Source: an optimization exercise on an open RTL-to-GDS flow (aim: a short achievable clock period and few clock cycles per item). Production flows keep margins and buffers that such runs may drop. Where RTL was checked, it was by simulation tests only, not by an equivalence proof against the original.

// ppm_core
module ppm_core (
    input  wire        clk,
    input  wire        rst,
    input  wire        start,
    input  wire        mode,
    input  wire [15:0] len,
    output wire        ready,
    input  wire        in_valid,
    input  wire [7:0]  in_data,
    output wire        in_ready,
    output reg         out_we,
    output reg  [18:0] out_addr,
    output reg  [7:0]  out_data,
    output wire        tbl_clr,
    output wire [11:0] tbl_raddr,
    output wire        tbl_we,
    output wire [11:0] tbl_waddr,
    output wire [7:0]  tbl_wdata,
    input  wire [7:0]  tbl_rdata,
    output wire        done,
    output wire [18:0] out_len,
    output wire [1:0]  stop
);
==> flow/config.mk <==
export PLATFORM = sky130hd
export DESIGN_NAME = ppm_core
export DESIGN_NICKNAME = ppm_core
export VERILOG_FILES = /design/flow/design.v
export SDC_FILE = /design/flow/constraint.sdc
export NUM_CORES = 4
export LEC_CHECK = 0
export CAP_MARGIN = 20
export CORE_MARGIN = 2
export CORE_UTILIZATION = 50
export PLACE_DENSITY = 0.65
export SLEW_MARGIN = 20
==> flow/constraint.sdc <==
create_clock -name core_clock -period 15.0 [get_ports {clk}]
set_input_delay 3.0000 -clock core_clock [delete_from_list [all_inputs] [get_ports {clk}]]
set_output_delay 3.0000 -clock core_clock [all_outputs]
set_load 0.01 [all_outputs]
standard.sh (not shown) runs the stock make flow with config.mk's settings and CLKGATE_MAP_FILE= SYNTH_SCRIPT=/design/flow/synth_recipe.tcl, a recipe that flattens the netlist after the stock synthesis.
==> flow/flow/run.sh <==
#!/bin/bash
# The standard layout, with timing repair asked to leave a larger setup margin
# at the design's own clock period and constraints.
set -euo pipefail
bash standard.sh SETUP_SLACK_MARGIN=11 finish > make_finish.log 2>&1
The first run finished with timing, DRC and antenna clean.
Testbench counts at the start, summed over its fixed seeds: cycles 62,499, bytes 34,146.
==> next run, changes <==
Settings changed: CORE_UTILIZATION 50 to 35, PLACE_DENSITY 0.65 to 0.55.
Hold slack gains 0.030 ns.
Via count came out lower by 2.3%.
Routed wire length came out higher by 2.1%.
Worst setup slack gains 0.26 ns.
Final cell count came out higher by 7.7%.
Core utilization came out lower by 18 points.
Non-clock buffer count came out lower by 22.
Final area came out higher by 2.0%.

* * *

ppm_core, a different RTL version from the one above (not shown whole).
Size: roughly 3700 cells after synthesis, ~120 I/O pins.
export LEC_CHECK = 0
export CAP_MARGIN = 20
export CORE_MARGIN = 2
export CORE_UTILIZATION = 35
export CTS_CLUSTER_DIAMETER = 90
export CTS_CLUSTER_SIZE = 20
export PLACE_DENSITY = 0.55
export SLEW_MARGIN = 20
create_clock -name core_clock -period 15.0 [get_ports {clk}]
Scripts as last shown in full above: flow/flow/run.sh
Testbench counts at the start, summed over its fixed seeds: cycles 63,716, bytes 34,146.
==> next run, changes <==
Settings changed: CTS_CLUSTER_DIAMETER 90 to default, CTS_CLUSTER_SIZE 20 to default.
=>
- global-route usage rose by 0.20 points
- final area went up by 2.5%
- core utilization climbs by 1.1 points
- clock-buffer cell count goes up by 21
- setup slack gets better by 0.016 ns
==> next run, changes <==
Settings changed: CORE_UTILIZATION 35 to 45, PLACE_DENSITY 0.55 to 0.65.
After rerunning:
- worst setup slack degrades by 0.021 ns
- design area came out lower by a few percent
- via count increases slightly
- wire length is lower by a few percent
- utilization rises by 12 points

* * *

Another version of the RTL of ppm_core (not shown whole).
Size: about 3,600 cells after synthesis, roughly 300 flip-flops, roughly 120 I/O pins.
export LEC_CHECK = 0
export ABC_CLOCK_PERIOD_IN_PS = 3000
export CAP_MARGIN = 20
export CORE_MARGIN = 2
export CORE_UTILIZATION = 40
export PLACE_DENSITY = 0.6
export SLEW_MARGIN = 20
create_clock -name core_clock -period 15.0 [get_ports {clk}]
run.sh (not shown) runs the stock make flow with config.mk's settings and CLKGATE_MAP_FILE= SYNTH_SCRIPT=/design/flow/synth_recipe.tcl, a recipe that flattens the netlist after the stock synthesis.
Stock flow here: none of the scripts above is used.
The starting point passed the timing, design-rule and antenna checks.
Testbench counts at the start, summed over its fixed seeds: cycles 64,731, bytes 34,146.
Next try:
Settings changed: ABC_CLOCK_PERIOD_IN_PS 3000 to default.
Maximum frequency does not change.
Worst setup slack stays the same.
Critical path depth stays the same.
Wire length is unchanged.
Cell count stays the same.
Design area does not change.
Non-clock buffer count stays the same.
Sequential cell count is unchanged.

* * *

Another version of the RTL of ppm_core (not shown whole).
For scale: roughly 460 flip-flops, ~33000 µm² of cells after synthesis.
clock: 15.0 ns
lec_check: 0
cap_margin: 20
core_margin: 2
core_utilization: 25
place_density: 0.45
slew_margin: 20
standard.sh (not shown) runs the stock make flow with config.mk's settings and CLKGATE_MAP_FILE= SYNTH_SCRIPT=/design/flow/synth_recipe.tcl, a recipe that flattens the netlist after the stock synthesis.
Scripts as last shown in full above: flow/flow/run.sh
Next try:
- CORE_UTILIZATION: 25 -> 35
- PLACE_DENSITY: 0.45 -> 0.55
After rerunning:
- die area falls by 28%
- count of clock-buffer cells in the layout fell by 20
- routed wire length decreases by about 7%
No run of this note included a check of the RTL's function; only the layout flow was run.

what the ideal ports hide:
The flow's constraints put no driver on any port. The routed layouts listed below were extracted and timed again, unchanged, in two steps.
Step 1: set_driving_cell puts a clkbuf_16 on clk and a buf_2 on each other input, an assumption about the parent block.
Step 2 times the ports against the registers' clock, not the clock port: input delays grow and output delays shrink by t, the midpoint of the rising clock arrivals with the driver on.
Three values: no drivers, after step 1, after step 2; two values: the first two.
| run | t, ns | setup WS [ns] | clock arrival spread, ns | worst data-port slew with drivers (ns) |
|---|---|---|---|---|
| the first run of note 1 | 0.747 | 10.268 / 10.268 / 10.221 | 0.058 / 0.058 | 0.08 |
| the second run of note 1 | 0.798 | 10.530 / 10.505 / 10.196 | 0.097 / 0.097 | 0.09 |
| the first run of note 2 | 0.692 | 10.768 / 10.720 / 10.028 | 0.036 / 0.035 | 0.11 |
| the second run of note 2 | 0.708 | 10.784 / 10.725 / 10.018 | 0.041 / 0.041 | 0.12 |
| the third run of note 2 | 0.690 | 10.762 / 10.786 / 10.096 | 0.023 / 0.023 | 0.14 |
| the first run of note 3 | 0.627 | 6.474 / 6.474 / 6.474 | 0.022 / 0.022 | 0.07 |
| the second run of note 3 | 0.627 | 6.474 / 6.474 / 6.474 | 0.022 / 0.022 | 0.07 |
| the first run of note 4 | 0.740 | 10.594 / 10.515 / 10.169 | 0.038 / 0.038 | 0.19 |
| the second run of note 4 | 0.697 | 10.678 / 10.615 / 10.199 | 0.023 / 0.023 | 0.13 |
After both steps setup and hold are still met in every run listed. For the second run of note 2, which loses most, drivers alone change the setup slack by -0.059 ns; drivers and shift together by -0.766 ns.
